This design comes from an exercise in tuning for a short achievable clock period on the open sky130 flow, not from production work.
Function was checked by simulation only, so behaviour that the tests miss may differ from the original.

Setup of rev 12:
==> flow/design.v (excerpt) <==
module ck16v (
    input  wire              clk,
    input  wire              rst,
    input  wire              tick,
    input  wire [31:0]       enc_pos,
    input  wire              dec_req,
    input  wire              frame_present,
    input  wire [95:0]       fb,
    output wire              dec_ack,
    output wire              result_valid,
    output wire [7:0]        result_code,
    input  wire              cal_req,
    output wire              cal_ack,
    output wire              speed_set_stb,
    output wire [7:0]        speed_set_id,
    output wire [7:0]        speed_set_pct,
    output wire [7:0]        speed_set_dir,
    output wire              angle_set_stb,
    output wire [15:0]       angle_set_angle,
    output wire [7:0]        angle_set_dir,
    output wire              horn_stb,
    output wire [16:0]       horn_ms,
    output wire              light_stb,
    output wire [1:0]        light_ch,
    output wire              light_on,
    input  wire [31:0]       enc_payload,
    input  wire [7:0]        enc_id,
    output wire [95:0]       enc_frame,
    output wire [15:0]       enc_ck,
    output wire              busy,
    output wire              calibrated,
    output wire [1:0]        ctl_state,
    output wire [2:0]        ctl_status,
    output wire [6:0]        act_duty,
    output wire              act_dir
);
For scale: about 7100 cells after synthesis, about 54000 µm² of cells after synthesis.
==> flow/config.mk <==
export PLATFORM = sky130hd
export DESIGN_NAME = ck16v
export DESIGN_NICKNAME = ck16v
export VERILOG_FILES = /design/flow/design.v
export SDC_FILE = /design/flow/constraint.sdc
export NUM_CORES = 4
export LEC_CHECK = 0
export CAP_MARGIN = 30
export CORE_MARGIN = 2
export CORE_UTILIZATION = 40
export GPL_TIMING_DRIVEN = 1
export SLEW_MARGIN = 20
export SYNTH_HIERARCHICAL = 1
==> flow/constraint.sdc <==
create_clock -name core_clock -period 65.0 [get_ports {clk}]
set_input_delay 13.0000 -clock core_clock [delete_from_list [all_inputs] [get_ports {clk}]]
set_output_delay 13.0000 -clock core_clock [all_outputs]
set_load 0.01 [all_outputs]
standard.sh (not shown) runs the stock make flow with config.mk's settings and CLKGATE_MAP_FILE= SYNTH_SCRIPT=/design/flow/synth_recipe.tcl, a recipe that flattens the netlist after the stock synthesis.
==> flow/flow/run.sh <==
#!/bin/bash
# The standard layout (standard.sh: ORFS synthesis, floorplan, power grid,
# placement, CTS and routing) with these changes:
#  * synthesis (hierarchical, as config.mk asks; flattened afterwards exactly as
#    synth_recipe.tcl does) maps full/half adders to the library's adder cells in
#    the top module only. The small combinational modules ck16v_dec* and
#    ck16v_enc* (checksum test and checksum) are left to ABC as plain gates, so
#    ABC maps their carry-save trees together with the logic that follows.
#    The synthesis script is synth_recipe.tcl with ORFS's synth.tcl replaced by a
#    copy whose extract_fa call selects the top module; registers are untouched.
#  * the setup repairs of the floorplan, CTS and global-route steps keep a margin
#    above the constrained slack, so they size and buffer the input-to-output
#    paths instead of stopping at the first met slack;
#  * cells may be resized across footprints (e.g. a port's delay buffer to a
#    strong buffer).
# Constraints (constraint.sdc) are untouched. Each tool's log stays under
# orfs/logs; make's own output goes to standard.log.
set -euo pipefail
W=$PWD
grep -q 'extract_fa {\*}\[dont_use_extract_fa_args\]$' "$FLOW_HOME/scripts/synth.tcl"
sed 's#^\(  *extract_fa {\*}\[dont_use_extract_fa_args\]\)$#\1 $::env(DESIGN_NAME)#' \
    "$FLOW_HOME/scripts/synth.tcl" > "$W/synth_topfa.tcl"
grep -q 'extract_fa {\*}\[dont_use_extract_fa_args\] \$::env(DESIGN_NAME)' "$W/synth_topfa.tcl"
grep -q 'source \$::env(SCRIPTS_DIR)/synth.tcl' synth_recipe.tcl
sed "s#source \$::env(SCRIPTS_DIR)/synth.tcl#source $W/synth_topfa.tcl#" synth_recipe.tcl > "$W/synth_recipe_topfa.tcl"
bash standard.sh SYNTH_SCRIPT="$W/synth_recipe_topfa.tcl" SETUP_SLACK_MARGIN=38 MATCH_CELL_FOOTPRINT=0 finish > standard.log 2>&1
#### Input delta (rev 13 over rev 12)
diff --git a/flow/design.v b/flow/design.v
--- a/flow/design.v
+++ b/flow/design.v
@@ -71,19 +71,31 @@
         .dec_ack(dec_ack), .frame_present(frame_present), .fb(fb),
         .result_code(), .speed_set_stb(), .speed_set_id(), .speed_set_pct(),
         .speed_set_dir(), .angle_set_stb(angle_go), .angle_set_angle(),
         .angle_set_dir(), .horn_stb(), .horn_ms(), .light_stb(), .light_ch(),
         .light_on()
     );
-    ck16v_dec u_dec (
+    ck16v_dec u_dec_rc (
         .dec_ack(dec_ack), .frame_present(frame_present), .fb(fb),
-        .result_code(result_code),
-        .speed_set_stb(speed_set_stb), .speed_set_id(speed_set_id),
+        .result_code(result_code), .speed_set_stb(), .speed_set_id(),
+        .speed_set_pct(), .speed_set_dir(), .angle_set_stb(),
+        .angle_set_angle(), .angle_set_dir(), .horn_stb(), .horn_ms(),
+        .light_stb(), .light_ch(), .light_on()
+    );
+    ck16v_dec u_dec_ma (
+        .dec_ack(dec_ack), .frame_present(frame_present), .fb(fb),
+        .result_code(), .speed_set_stb(speed_set_stb), .speed_set_id(speed_set_id),
         .speed_set_pct(speed_set_pct), .speed_set_dir(speed_set_dir),
         .angle_set_stb(angle_set_stb), .angle_set_angle(angle_set_angle),
-        .angle_set_dir(angle_set_dir),
+        .angle_set_dir(angle_set_dir), .horn_stb(), .horn_ms(),
+        .light_stb(), .light_ch(), .light_on()
+    );
+    ck16v_dec u_dec_hl (
+        .dec_ack(dec_ack), .frame_present(frame_present), .fb(fb),
+        .result_code(), .speed_set_stb(), .speed_set_id(), .speed_set_pct(),
+        .speed_set_dir(), .angle_set_stb(), .angle_set_angle(), .angle_set_dir(),
         .horn_stb(horn_stb), .horn_ms(horn_ms),
         .light_stb(light_stb), .light_ch(light_ch), .light_on(light_on)
     );
     wire [29:0] qx = mag[31:2];
     wire [59:0] qprod = ({30'd0, qx} << 29) - ({30'd0, qx} << 27) - ({30'd0, qx} << 24)
                       - ({30'd0, qx} << 22) + ({30'd0, qx} << 17) - ({30'd0, qx} << 15)
## What came out
- In rev 13, area growth from synthesis to layout is higher than in rev 12.
- In rev 13 the global-route wire length before repair turned out about 5% higher than in rev 12.
- Summary of rev 13 over rev 12: number of gates resized after cts higher; routed length on met3 roughly the same.
- Rev 13 reports its slowest stage cell on the critical path as sky130_fd_sc_hd__xor3_2 while rev 12 reports sky130_fd_sc_hd__xor3_1.
- NOTE final design area excluding fillers rev 12->rev 13 increased by a little under 10%
- Last element of the critical path = horn_stb: rev 12; last element of the critical path = result_code[0]: rev 13
- Diff rev 12 -> rev 13 | clock network area share | decrease of 0.17 points
- On worst-margin pin slew, the lower figure sits with rev 12, not rev 13.
- Rev 13 ends up with higher via count than rev 12 does.
- The maximum clock frequency of rev 13 is lower than that of rev 12.
- Compared with rev 12, rev 13 instantiates a larger number of standard cells.
- Routed wire in rev 13 totals more than in rev 12.

-- static timing again, ports no longer ideal --
Ports are ideal in the flow. The routed layouts listed here were re-timed in OpenROAD.
Step 1: set_driving_cell puts a clkbuf_16 on clk and a buf_2 on each other input, an assumption about the parent block.
Step 2 adds t to the input delays and takes it off the output delays; t is the mean of the earliest and latest rising clock arrival at the registers after step 1. Input paths then give back, and output paths get back, about the clock's delay inside the block.
Slacks: no drivers / after step 1 / after step 2; pairs: no drivers / after step 1.
| run | t (ns) | setup slack, ns | clock arrival spread, ns | cell pins on the clock port's net |
|---|---|---|---|---|
| rev 12 | 0.611 | 36.078 / 36.036 / 36.036 | 0.020 / 0.020 | 1 |
| rev 13 | 0.607 | 35.917 / 35.868 / 35.868 | 0.034 / 0.034 | 1 |
After both steps every run listed still meets setup and hold. For rev 13, which loses most, drivers alone change the setup slack by -0.049 ns; drivers and shift together by -0.049 ns.
